From an optimization exercise on the open Yosys and OpenROAD flow, aimed at small area and a short achievable clock period; shortcuts taken in it are not production practice. RTL that was checked went through simulation tests only; none was proved equivalent to the original. Function not checked in runs 4 and 5: the RTL went through the layout flow alone. Power is estimated from default activity; no workload was simulated.

==> config.mk <==
export PLATFORM = sky130hd
export DESIGN_NAME = kps_core
export DESIGN_NICKNAME = kps_core
export VERILOG_FILES = /design/flow/design.v
export SDC_FILE = /design/flow/constraint.sdc
export NUM_CORES = 4
export LEC_CHECK = 0
export ABC_AREA = 1
export CAP_MARGIN = 20
export CORE_MARGIN = 2
export CORE_UTILIZATION = 40
export CTS_BUF_LIST = sky130_fd_sc_hd__clkbuf_8
export SETUP_SLACK_MARGIN = 5
export SLEW_MARGIN = 20
export TNS_END_PERCENT = 100
==> constraint.sdc <==
create_clock -name core_clock -period 8.0 [get_ports {clk}]
set_input_delay 1.6000 -clock core_clock [delete_from_list [all_inputs] [get_ports {clk}]]
set_output_delay 1.6000 -clock core_clock [all_outputs]
set_load 0.01 [all_outputs]
==> design.v <==
module kps_core #(
    parameter [7:0]  SENTINEL        = 8'hA5,
    parameter [3:0]  P_POS           = 4'b1001,
    parameter [3:0]  P_NEG           = 4'b0110,
    parameter [16:0] INIT_TICKS_FAST = 17'd50,
    parameter [16:0] INIT_TICKS_SLOW = 17'd1000
) (
    input  wire        clk,
    input  wire        rst,           
    input  wire        rx_valid,
    input  wire [39:0] rx_frame,
    output wire        rx_ready,
    input  wire        tick_fast,
    input  wire        tick_slow,
    output wire [3:0]  legs,
    output reg         tx_valid,
    output wire [39:0] tx_frame
);
    localparam [9:0]  DEF_FAST = INIT_TICKS_FAST * 10;
    localparam [13:0] DEF_SLOW = INIT_TICKS_SLOW / 10;
    reg        rdy;                   
    reg        op_start, op_rb_f, op_rb_s;
    reg        sel_f, sel_s, tx_ch;   
    reg        set_f, set_s;          
    reg [9:0]  per_f;
    reg [13:0] per_s;
    reg [7:0]  flg_f, flg_s;
    reg        run_mode;
    reg        ph_nz;                 
    reg        stop_req;
    reg        pos, neg;              
    reg        arm_f, arm_s;
    reg [9:1]  cnt_f;                 
    reg [3:0]  pre_s;                 
    reg [13:0] cnt_s;                 
    assign rx_ready = rdy;
    assign legs     = {pos, neg, neg, pos};
    assign tx_frame = {({8{sel_f}} & flg_f) | ({8{sel_s}} & flg_s),
                       2'b00,
                       ({4{sel_s}} & per_s[13:10]),
                       ({10{sel_f}} & per_f) | ({10{sel_s}} & per_s[9:0]),
                       7'h20, tx_ch, SENTINEL};
    wire [3:0]  rx_op  = rx_frame[15:12];
    wire        rx_ch  = rx_frame[8];
    wire [15:0] rx_val = rx_frame[31:16];
    wire        take   = rdy && rx_valid && rx_frame[7:0] == SENTINEL;
    wire        tk     = take && !rst;
    wire        we_f   = take && rx_op == 4'h1 && !rx_ch;
    wire        we_s   = take && rx_op == 4'h1 &&  rx_ch;
    wire        rx_stp = take && rx_op == 4'h3;
    function gt_const;
        input [15:0] x;
        input [15:0] k;
        integer i;
        reg r;
        begin
            r = 1'b0;
            for (i = 0; i < 16; i = i + 1)
                r = k[i] ? (x[i] & r) : (x[i] | r);
            gt_const = r;
        end
    endfunction
    wire        f_lo = !gt_const(rx_val, 16'd9);
    wire        f_hi = gt_const(rx_val, 16'd1000);
    wire        s_lo = rx_val == 16'd0;
    wire        s_hi = gt_const(rx_val, 16'd10000);
    wire [9:0]  new_f = ({10{!f_lo && !f_hi}} & rx_val[9:0]) |
                        ({10{f_lo}} & 10'd10) | ({10{f_hi}} & 10'd1000);
    wire [13:0] new_s = ({14{!s_lo && !s_hi}} & rx_val[13:0]) |
                        ({14{s_lo}} & 14'd1) | ({14{s_hi}} & 14'd10000);
    wire [9:0]  peff_f = set_f ? per_f : DEF_FAST;
    wire [13:0] peff_s = set_s ? per_s : DEF_SLOW;
    wire start_ok = op_start && !run_mode;
    wire run1     = run_mode || start_ok;
    wire stop1    = stop_req && !start_ok;
    wire arm_f1   = arm_f || start_ok;
    wire arm_s1   = arm_s || start_ok;
    wire [9:0]  base_f = {cnt_f, peff_f[0]};
    wire [13:0] base_s = cnt_s;
    wire [3:0]  bpre_s = pre_s;
    wire        lt15   = base_f < 10'd15;
    wire        wrap_s = bpre_s == 4'd9;
    wire        last_s = wrap_s && base_s == 14'd1;
    wire        el_f   = tick_fast && arm_f1 && lt15;
    wire        tk_s   = tick_slow && arm_s1;
    wire        el_s   = tk_s && last_s;
    wire        f_act  = el_f && run1;
    wire        s_act  = el_s && run1;
    wire        sstop  = s_act && stop1;
    wire        rearm  = s_act && !stop1;
    wire [9:0]  dec_f  = base_f - 10'd10;
    wire [9:0]  tck_f  = !arm_f1 ? base_f : lt15 ? peff_f : dec_f;
    reg  [9:0]  n_cnt_f;
    reg  [13:0] n_cnt_s;
    reg  [3:0]  n_pre_s;
    reg         n_ph_nz;
    reg         n_pos, n_neg, n_arm_f;
    always @(*) begin
        if (s_act || !run1) n_cnt_f = peff_f;
        else if (tick_fast) n_cnt_f = tck_f;
        else                n_cnt_f = base_f;
        if (el_s || !run1) begin
            n_cnt_s = peff_s;
            n_pre_s = 4'd0;
        end else if (tk_s) begin
            n_cnt_s = wrap_s ? base_s - 14'd1 : base_s;
            n_pre_s = wrap_s ? 4'd0 : bpre_s + 4'd1;
        end else begin
            n_cnt_s = base_s;
            n_pre_s = bpre_s;
        end
        n_ph_nz = ph_nz && !start_ok;
        n_pos   = pos;
        n_neg   = neg;
        n_arm_f = arm_f1;
        if (f_act) begin
            if (!n_ph_nz) begin         
                n_pos = 1'b1; n_neg = 1'b0; n_ph_nz = 1'b1;
            end else if (pos) begin     
                n_pos = 1'b0; n_neg = 1'b1;
            end else begin              
                n_pos = 1'b0; n_neg = 1'b0; n_arm_f = 1'b0;
            end
        end
        if (s_act) begin
            n_ph_nz = 1'b0;
            if (!stop1) n_arm_f = 1'b1;
        end
    end
    always @(posedge clk) begin
        rdy       <= !tk;
        op_start  <= tk && rx_op == 4'h2;
        op_rb_f   <= tk && rx_op == 4'h4 && !rx_ch;
        op_rb_s   <= tk && rx_op == 4'h4 &&  rx_ch;
        tx_valid  <= (op_rb_f || op_rb_s) && !rst;
        sel_f     <= op_rb_f && set_f;
        sel_s     <= op_rb_s && set_s;
        tx_ch     <= op_rb_s;
        if (we_f) begin
            per_f <= new_f;
            flg_f <= rx_frame[39:32];
        end
        if (we_s) begin
            per_s <= new_s;
            flg_s <= rx_frame[39:32];
        end
        cnt_f <= n_cnt_f[9:1];
        cnt_s <= n_cnt_s;
        pre_s <= n_pre_s;
        if (rst) begin
            set_f    <= 1'b0;
            set_s    <= 1'b0;
            run_mode <= 1'b0;
            ph_nz    <= 1'b0;
            stop_req <= 1'b0;
            pos      <= 1'b0;
            neg      <= 1'b0;
            arm_f    <= 1'b0;
            arm_s    <= 1'b0;
        end else begin
            if (we_f) set_f <= 1'b1;
            if (we_s) set_s <= 1'b1;
            run_mode <= run1 && !sstop;
            ph_nz    <= n_ph_nz;
            stop_req <= (stop1 && !sstop) || rx_stp;
            pos      <= n_pos;
            neg      <= n_neg;
            arm_f    <= n_arm_f && !we_f;
            arm_s    <= arm_s1 && !sstop && !we_s;
        end
    end
endmodule
==> flow/run.sh <==
#!/bin/bash
# Standard ORFS layout (the standard.sh) with the standard synthesis; the
# port buffers use buf_1 instead of the delay cell buffer_ports picks by
# default (every port still gets its own buffer).
set -euo pipefail
bash standard.sh synth > synth.log 2>&1
bash standard.sh "BUFFER_PORTS_ARGS=-buffer_cell sky130_fd_sc_hd__buf_1"  SETUP_SLACK_MARGIN=5.25 finish > finish.log 2>&1
==> standard.sh <==
#!/bin/bash
# synth_recipe.tcl (not shown) runs the flow's synth.tcl, then flattens the netlist and writes it again
# the make line also repeats each setting of config.mk as NAME=value (left out here)
make -C /OpenROAD-flow-scripts/flow DESIGN_CONFIG=/design/flow/config.mk WORK_HOME=/design/flow/orfs CLKGATE_MAP_FILE= SYNTH_SCRIPT=/design/flow/synth_recipe.tcl "${@:-finish}"
==> results.tsv, run 1 <==
stage	metric	value	unit
run_status	status	finished clean	
yosys	synth.distinct_cells	32	
sta	relSlewSlack	55.39	%
global_route	grt_max_degree	27	
floorplan	start_util	41.10	%
global_route	grt_pass1_wl	15520	um
global_route	grt_overflow	0	
cts	cts_sinks	84	
yosys	synth_most_common_cell	nand2_1	
worst_setup_path	max_stage_delay	0.38	ns
sta	final-hold-violation-count	0	
yosys	synth_top_area_share	42.46	%
worst_setup_path	critPathLaunchType	flop	
cells_and_area	instances_no_fill	731	
sta	max_freq	350.4	MHz
cells_and_area	finalNetCount	634	
cells_and_area	antenna-diode-count	0	
placement	portBuffers	70	
placement	placed_cells	707	
sta	maxSlewViolCount	0	
worst_setup_path	r2r_slack	6.00	ns
yosys	synth_flop_cell	edfxtp_1	
yosys	ys_warn_count	1	
worst_setup_path	worst_ep_arrival_time	1.25	ns
power_and_ir_drop	power.density	156.9	nW/um^2
cts	h-tree-depth	3	
sta	worst_slew_pin_slew	0.6666	ns
worst_setup_path	cp_cell_sequence	buf_12 -> a22o_1 -> buf_2	
detailed_routing	drt_iter0_markers	216	
cells_and_area	drive_gt1_share	12.86	%
floorplan	core.rowCount	38	
worst_setup_path	worstPathMaxFanout	10	
yosys	synth.area.top_cells	edfxtp_1, nand2_1, dfxtp_1	
sta	fin_crit	2.854	ns
yosys	syn_inst	515	
sta	finalWorstSetupSlack	5.146	ns
floorplan	fp.dieW	109.5	um
detailed_routing	ant_nets	0	
power_and_ir_drop	p_leak	2.121	nW
floorplan	die_h	109.5	um
sta	setup_viol	0	
yosys	ys_ff_latch	84	
cts	cts.path.max_buffers	2	
cts	cts_buffers	9	
worst_setup_path	worst-path-buf-inv	2	
worst_setup_path	cp_top_family	flip-flops	
worst_setup_path	ff2ff_path_depth	8	
cells_and_area	finish.utilization	47.14	%
placement	dp_hpwl	6824	um
sta	fin_crit_sh	35.68	%
sta	finClkSkew	0.009881	ns
cts	clk_pin_slew_worst_paths	0.09	ns
run	maxCapViolations	0	
detailed_routing	drtPass1Iterations	5	
sta	rsz0062_at_grt	yes	
yosys	syn_area_per_cell	8.652	um^2
worst_setup_path	required	6.40	ns
detailed_routing	post_drt_wl_per_cell	13.58	um
yosys	yosysSeqAreaShare	51.90	%
detailed_routing	vias	3519	
placement	dp_slack	4.796	ns
yosys	yosysTopAreaCell	edfxtp_1	
global_route	antenna_found_initial	0	
cts	cts_root_buffer	clkbuf_8	
floorplan	ios	91	
detailed_routing	vias_per_cell	4.814	
hold_path	hold_depth	0	
detailed_routing	drt_wl_total	9926	um
global_route	track_usage	17.02	%
cts	clock_latency	0.36	ns
cells_and_area	syn2layout_area_growth	14.69	%
worst_setup_path	crit_path_end_kind	output pin	
worst_setup_path	cp_slowest_cell	dfxtp_4	
worst_setup_path	critical_path_class	reg2out	
global_route	grt_pass1_vias	3308	
yosys	synth_edf_count	63	
detailed_routing	drc	0	
floorplan	die-area	12000	um^2
cts	cts_tree	yes	
power_and_ir_drop	ir_drop	102.9	uV
hold_path	hold_path_class	reg2reg	
placement	routabilityCongestion	0.8577	
yosys	synthTopCellsByCount	nand2_1, edfxtp_1, inv_1, nor2_1, nand3_1	
floorplan	coreArea	10840	um^2
yosys	async_flop_share	0	%
worst_setup_path	path_depth	3	
yosys	syn_area	4456	um^2
cts	cts_hold_buffers	0	
sta	setup_tns	0	ns
==> state kept, by name (all words and copies together) (netlist names), 4 cells and up <==
signal / flops
flg_f: 8
pre_s: 4
per_f: 10
per_s: 14
cnt_s: 14
flg_s: 8
cnt_f: 9
==> cells in the final DEF (no fill, tap or decap), types with 14 or more instances in the layout <==
cell type and instances:
dfxtp_1 19, conb_1 17, buf_1 48, nand3_1 39, edfxtp_1 63, inv_1 57, nand2_1 133, a22o_1 18
o21ai_0 24, clkbuf_2 14, nor2_1 52
==> what timing repair did <==
| item | CTS | global route |
|---|---|---|
| hold endpoints to repair | 0 | 0 |
| endpoints found under the setup margin | 31 | 58 |
| gates resized for setup | 12 | 26 |
| pin swaps | 0 | 6 |
| setup buffers | 3 | 4 |
| cloned | 0 | 1 |
==> area by class of cell <==
type | count | area [um^2]
timing repair buffer | 78 | 407.9
sequential | 84 | 2320
inverter | 62 | 244.0
clock buffer | 9 | 123.9
fill | 1096 | 5731
tap | 140 | 175.2
clock inverter | 7 | 81.33
multi-input combinational | 351 | 1758
==> report_power, final <==
part	switching [mW]	leakage, nW	internal [mW]	total (mW)
clock network	0.163	0.101	0.149	0.312
registers	0.0000443	0.828	0.463	0.463
logic	0.0190	1.19	0.00834	0.0273
==> metal layers <==
layer | part of all wire (%) | vias to the layer above | track usage, %
met5 | 0 | - | 0
met4 | 1.6 | 0 | 6.239
met3 | 6.2 | 13 | 4.327
met2 | 46 | 98 | 26.28
met1 | 46 | 1619 | 23.11
li1 | - | 1789 | -
==> cells by family after synthesis <==
family | Yosys count | share of synthesized area (%)
flops | 84 | 51.90
other cells | 2 | 0.1686
compound gates | 60 | 8.706
buf+inv | 96 | 10.78
xor+xnor | 14 | 2.752
simple gates | 256 | 24.85
fa+ha+maj | 3 | 0.8425
==> final timing paths <==
path                           start                 end
setup reg to reg  cnt_s[1]$_DFFE_PP_  cnt_s[6]$_DFFE_PP_
hold reg to reg      op_rb_s$_DFF_P_       tx_ch$_DFF_P_
hold / removal       op_rb_s$_DFF_P_       tx_ch$_DFF_P_
setup / recovery       sel_s$_DFF_P_        tx_frame[22]
==> stage by stage <==
step	hold WS, ns	total power [mW]	area (um^2)
final	0.3931	0.8019	5110
after global routing	0.4071	0.8317	5110
after CTS	0.3996	0.8093	5015
after detailed placement	0.3828	0.5011	4751
after global placement	0.3870	0.5005	4751
after floorplan	0.3514	0.4942	4553
==> run 2, diff against run 1 <==
==> flow/run.sh (replaced) <==
#!/bin/bash
# Standard ORFS layout (the standard.sh) with the standard synthesis; the
# port buffers use buf_1 instead of the delay cell buffer_ports picks by
# default (every port still gets its own buffer).
set -euo pipefail
bash standard.sh synth > synth.log 2>&1
bash standard.sh "BUFFER_PORTS_ARGS=-buffer_cell sky130_fd_sc_hd__buf_1"  finish > finish.log 2>&1
--- a/config.mk
+++ b/config.mk
@@ -5,11 +5,10 @@
 export SDC_FILE = /design/flow/constraint.sdc
 export NUM_CORES = 4
 export LEC_CHECK = 0
-export ABC_AREA = 1
 export CAP_MARGIN = 20
 export CORE_MARGIN = 2
 export CORE_UTILIZATION = 40
 export CTS_BUF_LIST = sky130_fd_sc_hd__clkbuf_8
-export SETUP_SLACK_MARGIN = 5
+export SETUP_SLACK_MARGIN = 4.6
 export SLEW_MARGIN = 20
 export TNS_END_PERCENT = 100
==> results.tsv, run 2 <==
stage	metric	value	unit
yosys	synthTopCellsByCount	edfxtp_1, nor2_1, buf_4, dfxtp_1	
floorplan	fp.dieW	105.5	um
floorplan	start_util	40.63	%
cells_and_area	final_cell_mix	buf_1, edfxtp_1, nor2_1, dfxtp_1	
sta	worst_slew_pin_slew	0.7783	ns
yosys	ys_ff_latch	84	
power_and_ir_drop	power.density	168.8	nW/um^2
cts	clk_pin_slew_worst_paths	0.09	ns
worst_setup_path	critPathLaunchType	flop	
hold_path	hold_path_class	reg2reg	
sta	maxSlewViolCount	0	
cts	cts.path.max_buffers	2	
sta	rsz0062_at_grt	no	
floorplan	coreArea	10140	um^2
yosys	synth_most_common_cell	edfxtp_1	
power_and_ir_drop	p_leak	1.611	nW
detailed_routing	post_drt_wl_per_cell	14.37	um
cells_and_area	mostFrequentLayoutCell	buf_1	
sta	finClkSkew	0.007756	ns
run	maxCapViolations	0	
placement	place_area	4453	um^2
yosys	synth.area.top_cells	edfxtp_1, dfxtp_1, buf_4	
yosys	async_flop_share	0	%
worst_setup_path	r2r_slack	5.53	ns
yosys	ys_warn_count	1	
placement	dp_hpwl	6035	um
detailed_routing	vias_per_cell	5.047	
placement	routabilityCongestion	0.7657	
sta	setup_viol	0	
sta	final-hold-violation-count	0	
floorplan	ios	91	
global_route	grt_max_degree	32	
cts	cts_tree	yes	
cells_and_area	design_area	4656	um^2
cts	clock_latency	0.36	ns
worst_setup_path	critical_path_class	reg2out	
floorplan	die-area	11130	um^2
cells_and_area	nFillCells	990	
yosys	syn_inst	369	
cts	postCtsSetupBuffers	0	
cts	cts_hold_buffers	0	
cts	h-tree-depth	3	
worst_setup_path	worst_ep_arrival_time	1.64	ns
detailed_routing	ant_nets	0	
detailed_routing	vias	2902	
power_and_ir_drop	power	0.7857	mW
cts	cts_root_buffer	clkbuf_8	
yosys	syn_area_per_cell	11.16	um^2
global_route	grt_pass1_wl	13660	um
floorplan	core.rowCount	37	
global_route	grt_pass1_vias	2842	
cells_and_area	reg_top3	cnt_s (14), per_s (14), per_f (10)	
cells_and_area	syn2layout_area_growth	13.03	%
sta	finalWorstSetupSlack	4.760	ns
yosys	yosysSeqAreaShare	56.14	%
yosys	synth_edf_count	63	
sta	max_freq	308.6	MHz
power_and_ir_drop	ir_drop	73.39	uV
detailed_routing	drt_wl_total	8262	um
global_route	grt_overflow	0	
yosys	synth.distinct_cells	53	
worst_setup_path	crit_path_end_kind	output pin	
cells_and_area	drive_gt1_share	6.606	%
sta	fin_crit	3.240	ns
detailed_routing	drt_iter0_markers	119	
detailed_routing	drc	0	
cells_and_area	finalNetCount	482	
cts	cts_resized	0	
yosys	synth_flop_cell	edfxtp_1	
worst_setup_path	required	6.40	ns
sta	fin_crit_sh	40.50	%
yosys	yosysTopAreaCell	edfxtp_1	
yosys	synth_top_area_share	45.93	%
cts	cts_sinks	84	
placement	dp_slack	4.398	ns
worst_setup_path	worstPathMaxFanout	22	
run_status	status	finished clean	
floorplan	die_h	105.5	um
cts	cts_buffers	9	
sta	relSlewSlack	48.04	%
global_route	track_usage	15.61	%
detailed_routing	drtPass1Iterations	4	
sta	hold-worst-slack	0.3955	ns
yosys	syn_area	4119	um^2
cells_and_area	antenna-diode-count	0	
sta	setup_tns	0	ns
placement	portBuffers	70	
global_route	antenna_found_initial	0	
-- run 2: cell count changes after synthesis, sizes merged, moves of 10 or more --
cell and change:
nand2 -124, inv -51, nor2 -32, nand3 -22
and2 +19, nand2b +12, o21ai -11, mux2i +10
nor2b +10
-- run 2: worst max-delay path, stage by stage, from the launching register on --
cell	delay [ns]
dfxtp_1	0.83
a22o_1	0.28
buf_1	0.17
-- run 2: cells by family (layout without fill, tap and decap cells) --
family          after synthesis  after routing  share of synthesized area (%)
fa+ha+maj                     3              3                         0.9114
simple gates                147            147                          20.20
xor+xnor                     20             20                          4.253
flops                        84             84                          56.14
buf+inv                      46            101                          6.227
compound gates               57             57                          9.660
mux                          10             10                          2.430
other cells                   2             17                         0.1823
-- run 2: metrics by stage --
| step | std cells | utilization (%) |
|---|---|---|
| final | 575 | 45.92 |
| after global routing | 575 | 45.92 |
| after CTS | 574 | 45.81 |
| after detailed placement | 558 | 43.92 |
| after global placement | 557 | 43.77 |
| after floorplan | 384 | - |
-- run 2: worst paths after layout --
kind / startpoint / to / cells past startpoint
worst max-delay path: sel_s$_DFF_P_ / tx_frame[25] / 2
worst min-delay path: op_rb_s$_DFF_P_ / tx_ch$_DFF_P_ / 0
worst max register to register: cnt_s[6]$_DFFE_PP_ / cnt_f[2]$_DFFE_PP_ / 5
worst min register to register: op_rb_s$_DFF_P_ / tx_ch$_DFF_P_ / 0
-- run 2: final cells by class --
cell class	count	area (um^2)	area share, %
Clock inverter	7	67.56	1.451
Sequential cell	84	2312	49.66
Multi-Input combinational cell	254	1637	35.15
Tap cell	136	170.2	3.655
Clock buffer	9	123.9	2.661
Timing Repair Buffer	74	304.0	6.531
Inverter	11	41.29	0.8869
-- run 2: layer usage --
| metal | global-route usage (%) | part of all wire [%] | vias up |
|---|---|---|---|
| li1 | - | - | 1433 |
| met1 | 20.31 | 46 | 1392 |
| met2 | 25.44 | 49 | 69 |
| met3 | 2.783 | 3.9 | 8 |
| met4 | 6.952 | 1.3 | 0 |
| met5 | 0 | 0 | - |
-- run 2: report_power, final --
group	internal (mW)	total, mW	switching (mW)
logic	0.00838	0.0230	0.0146
clock network	0.143	0.299	0.156
registers	0.464	0.464	0.0000414
==> run 3, diff against run 2 <==
--- a/config.mk
+++ b/config.mk
@@ -9,6 +9,6 @@
 export CORE_MARGIN = 2
 export CORE_UTILIZATION = 40
 export CTS_BUF_LIST = sky130_fd_sc_hd__clkbuf_8
-export SETUP_SLACK_MARGIN = 4.6
+export SETUP_SLACK_MARGIN = 4.0
 export SLEW_MARGIN = 20
 export TNS_END_PERCENT = 100
==> results.tsv, run 3 <==
stage	metric	value	unit
run_status	status	finished clean	
worst_setup_path	critPathLaunchType	flop	
placement	portBuffers	70	
floorplan	start_util	40.63	%
global_route	antenna_found_initial	0	
detailed_routing	post_drt_wl_per_cell	14.29	um
yosys	synthTopCellsByCount	edfxtp_1, nor2_1, buf_4, dfxtp_1	
sta	worst_slew_pin_slew	0.7660	ns
cts	postCtsSetupBuffers	0	
cts	cts_root_buffer	clkbuf_8	
yosys	syn_area_per_cell	11.16	um^2
cts	cts_resized	0	
sta	fin_crit	3.214	ns
cts	cts_hold_buffers	0	
cells_and_area	antenna-diode-count	0	
yosys	async_flop_share	0	%
worst_setup_path	crit_path_end_kind	output pin	
yosys	syn_area	4119	um^2
sta	final-hold-violation-count	0	
power_and_ir_drop	ir_drop	87.18	uV
global_route	track_usage	15.47	%
cells_and_area	final_cell_mix	buf_1, edfxtp_1, nor2_1, dfxtp_1	
hold_path	hold_path_class	reg2reg	
cts	cts_tree	yes	
cells_and_area	instances_no_fill	575	
floorplan	die-area	11130	um^2
worst_setup_path	max_stage_delay	0.82	ns
worst_setup_path	worst_ep_arrival_time	1.61	ns
worst_setup_path	r2r_slack	5.45	ns
cells_and_area	mostFrequentLayoutCell	buf_1	
detailed_routing	drt_iter0_markers	134	
global_route	grt_pass1_wl	13480	um
floorplan	fp.dieW	105.5	um
placement	placed_cells	559	
placement	dp_slack	4.507	ns
worst_setup_path	worstPathMaxFanout	22	
floorplan	die_h	105.5	um
sta	setup_tns	0	ns
placement	routabilityCongestion	0.7687	
sta	relSlewSlack	48.86	%
sta	fin_crit_sh	40.17	%
cells_and_area	finalNetCount	482	
placement	place_area	4461	um^2
sta	setup_viol	0	
yosys	synth.distinct_cells	53	
yosys	synth_top_area_share	45.93	%
sta	finalWorstSetupSlack	4.786	ns
worst_setup_path	critical_path_class	reg2out	
worst_setup_path	cp_cell_sequence	a22o_1 -> buf_1	
sta	maxSlewViolCount	0	
yosys	synth_edf_count	63	
cts	cts_sinks	84	
detailed_routing	vias_per_cell	5.035	
cells_and_area	design_area	4677	um^2
global_route	grt_pass1_vias	2757	
placement	dp_hpwl	6038	um
power_and_ir_drop	power.density	173.9	nW/um^2
cells_and_area	reg_top3	cnt_s (14), per_s (14), per_f (10)	
worst_setup_path	required	6.40	ns
detailed_routing	drt_wl_total	8217	um
cts	clk_pin_slew_worst_paths	0.08	ns
power_and_ir_drop	p_leak	1.625	nW
floorplan	coreArea	10140	um^2
yosys	synth_flop_cell	edfxtp_1	
run	maxCapViolations	0	
cells_and_area	drive_gt1_share	6.378	%
yosys	yosysTopAreaCell	edfxtp_1	
yosys	syn_inst	369	
global_route	grt_max_degree	23	
detailed_routing	drtPass1Iterations	4	
detailed_routing	drc	0	
yosys	synth.area.top_cells	edfxtp_1, dfxtp_1, buf_4	
yosys	synth_most_common_cell	edfxtp_1	
yosys	yosysSeqAreaShare	56.14	%
global_route	grt_overflow	0	
cells_and_area	finish.utilization	46.13	%
cts	cts_buffers	9	
worst_setup_path	cp_slowest_cell	dfxtp_1	
cells_and_area	syn2layout_area_growth	13.55	%
sta	max_freq	311.1	MHz
yosys	ys_ff_latch	84	
yosys	ys_warn_count	1	
detailed_routing	vias	2895	
floorplan	ios	91	
detailed_routing	ant_nets	0	
cts	clock_latency	0.36	ns
cts	cts.path.max_buffers	2	
sta	rsz0062_at_grt	no	
cts	h-tree-depth	3	
sta	finClkSkew	0.009480	ns
floorplan	core.rowCount	37	
[run 3: cell counts after synthesis]
Identical to the previous run, type by type.
[run 3: final timing paths]
| kind | start | to | depth (start not counted) |
|---|---|---|---|
| max reg2reg | cnt_s[10]$_DFFE_PP_ | cnt_s[3]$_DFFE_PP_ | 6 |
| max | sel_s$_DFF_P_ | tx_frame[25] | 2 |
| min reg2reg | op_rb_s$_DFF_P_ | tx_ch$_DFF_P_ | 0 |
| min | op_rb_s$_DFF_P_ | tx_ch$_DFF_P_ | 0 |
[run 3: power breakdown]
group | internal (mW) | switching [mW]
Sequential | 0.464 | 0.0000416
Combinational | 0.00837 | 0.0144
Clock | 0.175 | 0.152
[run 3: critical path, delay by kind of cell, from the launching register on]
family	cells	cell delay [ns]
compound gates	1	0.27
buf+inv	1	0.16
flops	1	0.82
[run 3: through the flow]
step	hold WS (ns)	total power [mW]
floorplan	0.3446	0.4906
global placement	0.3677	0.4959
detailed placement	0.3666	0.4967
CTS	0.3815	0.8218
global route	0.3942	0.8399
finish	0.3808	0.8134
[run 3: cell families after synthesis]
group | after synthesis | share of synthesized area, %
simple gates | 147 | 20.20
mux | 10 | 2.430
fa+ha+maj | 3 | 0.9114
flops | 84 | 56.14
compound gates | 57 | 9.660
xor+xnor | 20 | 4.253
buf+inv | 46 | 6.227
other cells | 2 | 0.1823
[run 3: layout make-up]
| class | instances | area (um^2) |
|---|---|---|
| clock buffers | 9 | 123.9 |
| multi-input cells | 254 | 1637 |
| inverters | 11 | 41.29 |
| flip-flops and latches | 84 | 2312 |
| repair buffers | 74 | 300.3 |
| well taps | 136 | 170.2 |
| clock inverters | 7 | 92.59 |
| fillers | 967 | 5461 |
[run 3: metal layers]
| layer | track usage (%) | share of wire [%] |
|---|---|---|
| met5 | 0 | 0 |
| met4 | 7.429 | 2.3 |
| met3 | 2.721 | 4.3 |
| met2 | 24.88 | 48 |
| met1 | 20.20 | 45 |
==> run 4, diff against run 3 <==
--- a/design.v
+++ b/design.v
@@ -68,8 +68,8 @@
                         ({10{f_lo}} & 10'd10) | ({10{f_hi}} & 10'd1000);
     wire [13:0] new_s = ({14{!s_lo && !s_hi}} & rx_val[13:0]) |
                         ({14{s_lo}} & 14'd1) | ({14{s_hi}} & 14'd10000);
-    wire [9:0]  peff_f = set_f ? per_f : DEF_FAST;
-    wire [13:0] peff_s = set_s ? per_s : DEF_SLOW;
+    wire [9:0]  peff_f = per_f;
+    wire [13:0] peff_s = per_s;
     wire start_ok = op_start && !run_mode;
     wire run1     = run_mode || start_ok;
     wire stop1    = stop_req && !start_ok;
@@ -136,14 +136,15 @@
         sel_f     <= op_rb_f && set_f;
         sel_s     <= op_rb_s && set_s;
         tx_ch     <= op_rb_s;
-        if (we_f) begin
-            per_f <= new_f;
-            flg_f <= rx_frame[39:32];
+        if (rst) begin
+            per_f <= DEF_FAST;
+            per_s <= DEF_SLOW;
+        end else begin
+            if (we_f) per_f <= new_f;
+            if (we_s) per_s <= new_s;
         end
-        if (we_s) begin
-            per_s <= new_s;
-            flg_s <= rx_frame[39:32];
-        end
+        if (we_f) flg_f <= rx_frame[39:32];
+        if (we_s) flg_s <= rx_frame[39:32];
         cnt_f <= n_cnt_f[9:1];
         cnt_s <= n_cnt_s;
         pre_s <= n_pre_s;
--- a/config.mk
+++ b/config.mk
@@ -5,10 +5,11 @@
 export SDC_FILE = /design/flow/constraint.sdc
 export NUM_CORES = 4
 export LEC_CHECK = 0
+export ABC_AREA = 1
 export CAP_MARGIN = 20
 export CORE_MARGIN = 2
 export CORE_UTILIZATION = 40
 export CTS_BUF_LIST = sky130_fd_sc_hd__clkbuf_8
-export SETUP_SLACK_MARGIN = 4.0
+export SETUP_SLACK_MARGIN = 5
 export SLEW_MARGIN = 20
 export TNS_END_PERCENT = 100
==> results.tsv, run 4 <==
stage	metric	value	unit
run_status	status	finished clean	
global_route	grt_use_met2	28.79	%
cells_and_area	finalNetCount	653	
yosys	ys_warn_count	1	
power_and_ir_drop	p_leak	1.981	nW
sta	relSlewSlack	65.71	%
worst_setup_path	critical_path_class	reg2out	
sta	setup_tns	0	ns
yosys	yosysTopAreaCell	edfxtp_1	
sta	finClkSkew	0.01281	ns
detailed_routing	drtPass1Iterations	4	
floorplan	die-area	11780	um^2
cts	clk_pin_slew_worst_paths	0.10	ns
floorplan	fp.dieW	108.5	um
sta	maxSlewViolCount	0	
yosys	synth.distinct_cells	38	
detailed_routing	drc	0	
detailed_routing	ant_nets	0	
cells_and_area	syn2layout_area_growth	11.91	%
global_route	busiest_layer	met2	
global_route	met3_usage	4.280	%
cts	clock_latency	0.37	ns
cells_and_area	final_cell_mix	nand2_1, inv_1, buf_1, nor2_1, dfxtp_1	
sta	rsz0062_at_grt	no	
cells_and_area	mostFrequentLayoutCell	nand2_1	
global_route	grt_pass1_wl	16100	um
sta	final-hold-violation-count	0	
cts	cts_tree	yes	
global_route	track_usage	17.92	%
worst_setup_path	required	6.40	ns
power_and_ir_drop	power.density	162.7	nW/um^2
global_route	grt_max_degree	26	
yosys	synth_top_area_share	26.79	%
sta	fin_crit	2.911	ns
run	maxCapViolations	0	
yosys	async_flop_share	0	%
cts	h-tree-depth	3	
power_and_ir_drop	ir_drop	113.5	uV
floorplan	coreArea	10750	um^2
detailed_routing	post_drt_wl_per_cell	13.35	um
cells_and_area	reg_top3	cnt_s (14), per_s (14), per_f (10)	
cts	cts_root_buffer	clkbuf_8	
yosys	syn_area	4372	um^2
detailed_routing	vias	3611	
yosys	syn_area_per_cell	8.126	um^2
yosys	syn_inst	538	
worst_setup_path	crit_path_end_kind	output pin	
global_route	grt_overflow	0	
cells_and_area	seq_area	2079	um^2
cts	cts_buffers	9	
yosys	synthTopCellsByCount	nand2_1, inv_1, nor2_1, dfxtp_1	
floorplan	die_h	108.5	um
global_route	antenna_found_initial	0	
worst_setup_path	worst_ep_arrival_time	1.31	ns
worst_setup_path	worstPathMaxFanout	8	
yosys	synth_flop_cell	dfxtp_1	
yosys	synth.area.top_cells	edfxtp_1, dfxtp_1, nand2_1	
floorplan	start_util	40.68	%
hold_path	hold_path_class	reg2reg	
worst_setup_path	cp_cell_sequence	clkinvlp_4 -> o22ai_1 -> buf_1	
yosys	synth_most_common_cell	nand2_1	
cts	cts_hold_buffers	0	
floorplan	ios	91	
cells_and_area	nFillCells	1104	
worst_setup_path	max_stage_delay	0.39	ns
worst_setup_path	cp_slowest_cell	dfxtp_4	
yosys	synth_edf_count	39	
sta	max_freq	343.6	MHz
yosys	ys_ff_latch	84	
floorplan	core.rowCount	38	
cells_and_area	multi_input_area	1841	um^2
placement	portBuffers	70	
global_route	grt_pass1_vias	3367	
power_and_ir_drop	power	0.7961	mW
detailed_routing	drt_iter0_markers	164	
cells_and_area	antenna-diode-count	0	
detailed_routing	drt_wl_total	10010	um
placement	dp_hpwl	7391	um
sta	worst_slew_pin_slew	0.5090	ns
sta	fin_crit_sh	36.38	%
cells_and_area	drive_gt1_share	8.689	%
sta	setup_viol	0	
placement	routabilityCongestion	0.8312	
detailed_routing	vias_per_cell	4.815	
cts	cts.path.max_buffers	2	
cts	cts_sinks	84	
yosys	yosysSeqAreaShare	47.40	%
global_route	grt_use_met1	23.50	%
worst_setup_path	critPathLaunchType	flop	
run 4: cell count changes in the layout (fill, tap and decap cells not counted), moves of 10 or more:
cell / previous run / this run
edfxtp_1: 63 / 39
nor2_1: 32 / 59
mux2i_1: 10 / 0
nand2b_1: 12 / 0
o21ai_0: 5 / 33
and2_1: 18 / 1
nand2_1: 13 / 108
a21oi_1: 5 / 22
dfxtp_1: 21 / 43
a22o_1: 18 / 8
inv_1: 12 / 70
run 4: report_power, final:
| group | switching (mW) | total (mW) | internal (mW) | leakage, nW |
|---|---|---|---|---|
| clock | 0.170 | 0.319 | 0.149 | 0.101 |
| sequential | 0.0000452 | 0.446 | 0.445 | 0.752 |
| combinational | 0.0232 | 0.0315 | 0.00830 | 1.13 |
| total | 0.194 | 0.796 | 0.602 | 1.98 |
run 4: cells by family after synthesis:
family | share of synthesized area [%]
AND/OR/NAND/NOR | 23.78
buffers and inverters | 11.99
AO/OA/AOI/OAI | 12.19
flip-flops | 47.40
XOR/XNOR | 3.606
adder cells (fa/ha/maj) | 0.8587
other | 0.1718
run 4: per-stage QoR:
step / cell area (um^2) / util (%) / setup WS (ns) / std cells / hold slack (ns)
final: 4892 / 45.53 / 5.089 / 750 / 0.3749
after detailed placement: 4627 / 43.06 / 4.623 / 729 / 0.3687
after floorplan: 4428 / - / 5.227 / 553 / 0.3514
after global placement: 4627 / 43.06 / 4.650 / 729 / 0.3726
after global routing: 4892 / 45.53 / 5.015 / 750 / 0.4050
after CTS: 4862 / 45.25 / 4.995 / 748 / 0.3837
run 4: layout make-up:
| type | count | area share, % |
|---|---|---|
| Tap cell | 140 | 3.581 |
| Inverter | 74 | 5.831 |
| Timing Repair Buffer | 75 | 6.164 |
| Clock buffer | 9 | 2.532 |
| Sequential cell | 84 | 42.51 |
| Clock inverter | 7 | 1.662 |
| Timing Repair inverter | 1 | 0.1023 |
| Multi-Input combinational cell | 360 | 37.62 |
run 4: path summary, 6_finish.rpt:
| kind | startpoint | to | slack [ns] | cells past startpoint |
|---|---|---|---|---|
| worst min register to register | op_rb_s$_DFF_P_ | tx_ch$_DFF_P_ | 0.37 | 0 |
| worst max-delay path | sel_f$_DFF_P_ | tx_frame[19] | 5.09 | 3 |
| worst max register to register | cnt_s[4]$_DFFE_PP_ | cnt_f[3]$_DFFE_PP_ | 5.86 | 7 |
| worst min-delay path | op_rb_s$_DFF_P_ | tx_ch$_DFF_P_ | 0.37 | 0 |
run 4: what timing repair did:
action                                 in CTS  in global routing
setup endpoints to repair                  22                 19
gates resized for setup                     7                  8
endpoints found under the hold margin       0                  0
buffers inserted                            3                  1
cloned                                      0                  1
run 4: routing by layer:
metal / up-vias / routed length (um)
met5: - / 0
met3: 12 / 415
li1: 1857 / -
met4: 0 / 163
met1: 1642 / 4741
met2: 100 / 4690
run 4: worst max-delay path, delay by kind of cell, from the launching register on:
| family | cells | cell delay (ns) |
|---|---|---|
| AO/OA/AOI/OAI | 1 | 0.21 |
| buffers and inverters | 2 | 0.34 |
| flip-flops | 1 | 0.39 |
==> run 5, diff against run 4 <==
--- a/config.mk
+++ b/config.mk
@@ -5,7 +5,6 @@
 export SDC_FILE = /design/flow/constraint.sdc
 export NUM_CORES = 4
 export LEC_CHECK = 0
-export ABC_AREA = 1
 export CAP_MARGIN = 20
 export CORE_MARGIN = 2
 export CORE_UTILIZATION = 40
==> results.tsv, run 5 <==
stage	metric	value	unit
power_and_ir_drop	ir_drop	65.66	uV
floorplan	die_h	107.3	um
yosys	yosysTopAreaCell	edfxtp_1	
cells_and_area	antenna-diode-count	0	
power_and_ir_drop	power	0.7988	mW
worst_setup_path	ff2ff_path_depth	4	
detailed_routing	drt_wl_total	10410	um
yosys	synth.area.top_cells	edfxtp_1, dfxtp_1, mux2_2	
yosys	syn_inst	419	
global_route	grt_max_degree	38	
cells_and_area	finish.utilization	47.59	%
worst_setup_path	cp-endpoint	flg_f[6]$_DFFE_PP_	
worst_setup_path	r2r_end	cnt_f[7]$_DFFE_PP_	
floorplan	core.rowCount	37	
sta	finClkSkew	0.01002	ns
yosys	synth_top_area_share	27.42	%
yosys	synth.distinct_cells	62	
cts	cts_sinks	84	
sta	finalWorstSetupSlack	4.980	ns
detailed_routing	drt_iter0_markers	194	
global_route	antenna_found_initial	0	
cells_and_area	seq_area	2079	um^2
worst_setup_path	r2r_slack	5.43	ns
cells_and_area	design_area	4935	um^2
yosys	ys_warn_count	1	
cells_and_area	final_cell_mix	buf_1, dfxtp_1, edfxtp_1, nor2_1, nand2_1	
detailed_routing	drc	0	
worst_setup_path	critPathLaunchType	input pin	
yosys	synthTopCellsByCount	dfxtp_1, edfxtp_1, nor2_1, nand2_1, buf_4	
placement	dp_slack	4.395	ns
sta	fin_crit	3.020	ns
yosys	synth_most_common_cell	dfxtp_1	
cts	cts.path.max_buffers	2	
worst_setup_path	worstPathMaxFanout	8	
placement	routabilityCongestion	0.8327	
cts	clk_pin_slew_worst_paths	0.08	ns
yosys	synth_flop_cell	dfxtp_1	
sta	rsz0062_at_grt	yes	
cells_and_area	drive_gt1_share	13.88	%
placement	place_area	4599	um^2
run_status	status	finished clean	
cts	h-tree-depth	3	
power_and_ir_drop	power.density	161.9	nW/um^2
global_route	track_usage	17.91	%
sta	hold-worst-slack	0.3746	ns
detailed_routing	highest_layer	met4	
cts	cts_tree	yes	
cells_and_area	syn2layout_area_growth	15.52	%
detailed_routing	vias	3447	
worst_setup_path	startpoint	rx_frame[13]	
placement	dp_hpwl	7161	um
sta	worst_slew_pin_slew	0.8953	ns
floorplan	ios	91	
worst_setup_path	worstReg2RegStart	cnt_s[6]$_DFFE_PP_	
worst_setup_path	critical_path_class	in2reg	
placement	placed_cells	606	
power_and_ir_drop	p_leak	1.750	nW
yosys	syn_area_per_cell	10.19	um^2
run	maxCapViolations	0	
detailed_routing	wl_met1	4774	um
floorplan	die-area	11520	um^2
worst_setup_path	crit_path_end_kind	flop	
cells_and_area	finalNetCount	540	
sta	fin_crit_sh	37.75	%
cts	cts_buffers	9	
yosys	ys_ff_latch	84	
detailed_routing	met3_wirelength	728	um
cells_and_area	nFillCells	998	
cells_and_area	instances_no_fill	633	
cts	clock_latency	0.36	ns
global_route	grt_pass1_wl	15810	um
global_route	grt_overflow	0	
global_route	grt_pass1_vias	3109	
worst_setup_path	worst_ep_arrival_time	3.10	ns
yosys	syn_area	4272	um^2
hold_path	hold_path_class	reg2reg	
yosys	synth_edf_count	39	
sta	setup_viol	0	
worst_setup_path	required	8.08	ns
detailed_routing	drtPass1Iterations	5	
yosys	yosysSeqAreaShare	48.51	%
cells_and_area	multi_input_area	2004	um^2
sta	maxSlewViolCount	0	
detailed_routing	post_drt_wl_per_cell	16.44	um
floorplan	coreArea	10370	um^2
yosys	async_flop_share	0	%
placement	portBuffers	70	
floorplan	fp.dieW	107.3	um
floorplan	start_util	41.19	%
detailed_routing	dr_wl_met2	4669	um
cts	cts_root_buffer	clkbuf_8	
sta	final-hold-violation-count	0	
detailed_routing	ant_nets	0	
sta	max_freq	331.1	MHz
sta	setup_tns	0	ns
sta	relSlewSlack	39.85	%
cells_and_area	reg_top3	cnt_s (14), per_s (14), per_f (10)	
cells_and_area	mostFrequentLayoutCell	buf_1	
detailed_routing	vias_per_cell	5.445	
-- run 5: changes by cell type in the layout (fill, tap and decap cells not counted), moves of 8 or more --
cell     previous run  this run
nand2_1           108        26
o21ai_1            13         5
o21ai_0            33        11
mux2_2              0        17
nand3_1            24         8
a22o_1              8        18
inv_1              70        18
and2_1              1        10
nor2_1             59        37
-- run 5: area by class of cell --
cell class	instances	area share [%]
flip-flops and latches	84	42.14
clock inverters	7	1.699
well taps	136	3.448
repair inverters	3	0.5832
inverters	18	1.876
clock buffers	9	2.510
repair buffers	79	7.125
multi-input cells	297	40.62
-- run 5: worst min-delay path by stage --
| stage | endpoint | cells past startpoint | slack [ns] | start |
|---|---|---|---|---|
| global route | tx_ch$_DFF_P_ | 0 | 0.39 | op_rb_s$_DFF_P_ |
| finish | tx_ch$_DFF_P_ | 0 | 0.37 | op_rb_s$_DFF_P_ |
| floorplan | tx_ch$_DFF_P_ | 0 | 0.34 | op_rb_s$_DFF_P_ |
| CTS | tx_ch$_DFF_P_ | 0 | 0.38 | op_rb_s$_DFF_P_ |
| global placement | tx_ch$_DFF_P_ | 0 | 0.36 | op_rb_s$_DFF_P_ |
| detailed placement | tx_ch$_DFF_P_ | 0 | 0.36 | op_rb_s$_DFF_P_ |
-- run 5: logic make-up after synthesis --
| group | after synthesis | synth area share (%) |
|---|---|---|
| adder cells (fa/ha/maj) | 3 | 0.8788 |
| AND/OR/NAND/NOR | 144 | 18.37 |
| AO/OA/AOI/OAI | 92 | 15.17 |
| XOR/XNOR | 17 | 3.486 |
| buffers and inverters | 54 | 7.499 |
| multiplexers | 23 | 5.917 |
| flip-flops | 84 | 48.51 |
| other | 2 | 0.1758 |
-- run 5: routing by layer --
| layer | vias up | track usage (%) |
|---|---|---|
| met2 | 143 | 27.08 |
| met4 | 0 | 8.608 |
| met1 | 1637 | 24.74 |
| met5 | - | 0 |
| met3 | 19 | 3.208 |
| li1 | 1648 | - |
-- run 5: worst max-delay path, cell delays in order --
cell	delay [ns]
buf_6	0.09
or4b_4	0.53
buf_4	0.17
or4_4	0.55
inv_6	0.14
-- run 5: timing repair --
item	in CTS	in global routing
setup buffers	6	1
resized for setup	6	4
endpoints found under the setup margin	37	35
cloned	2	2
pin swaps	3	1
hold buffers	0	0
-- run 5: where the power goes --
| part | total (mW) | internal [mW] | leakage (nW) | switching (mW) |
|---|---|---|---|---|
| registers | 0.445 | 0.445 | 0.752 | 0.0000470 |
| logic | 0.0308 | 0.00972 | 0.892 | 0.0211 |
| clock network | 0.323 | 0.172 | 0.105 | 0.151 |
| total | 0.799 | 0.627 | 1.75 | 0.172 |

-- re-timing with driven ports --
No port has a modelled driver above. Below, the same layouts with a new extraction and two added sets of constraints. Step 1 assumes that a clkbuf_16 drives the clock port and a buf_2 every other input. Step 2 adds t to the input delays and takes it off the output delays; t is the mean of the earliest and latest rising clock arrival at the registers after step 1. Input paths then give back, and output paths get back, about the clock's delay inside the block. Three values: no drivers, after step 1, after step 2; two values: the first two.
run | shift t [ns] | setup slack, ns | latest minus earliest clock arrival (ns)
run 1 | 0.396 | 5.146 / 5.110 / 5.024 | 0.010 / 0.011
run 2 | 0.387 | 4.760 / 4.728 / 4.575 | 0.008 / 0.008
run 3 | 0.385 | 4.786 / 4.754 / 4.484 | 0.010 / 0.010
run 4 | 0.401 | 5.089 / 5.056 / 4.837 | 0.014 / 0.014
run 5 | 0.392 | 4.980 / 4.983 / 4.591 | 0.010 / 0.010
After both steps every run listed still meets setup and hold. For run 5, which loses most, drivers alone change the setup slack by +0.003 ns; drivers and shift together by -0.389 ns.
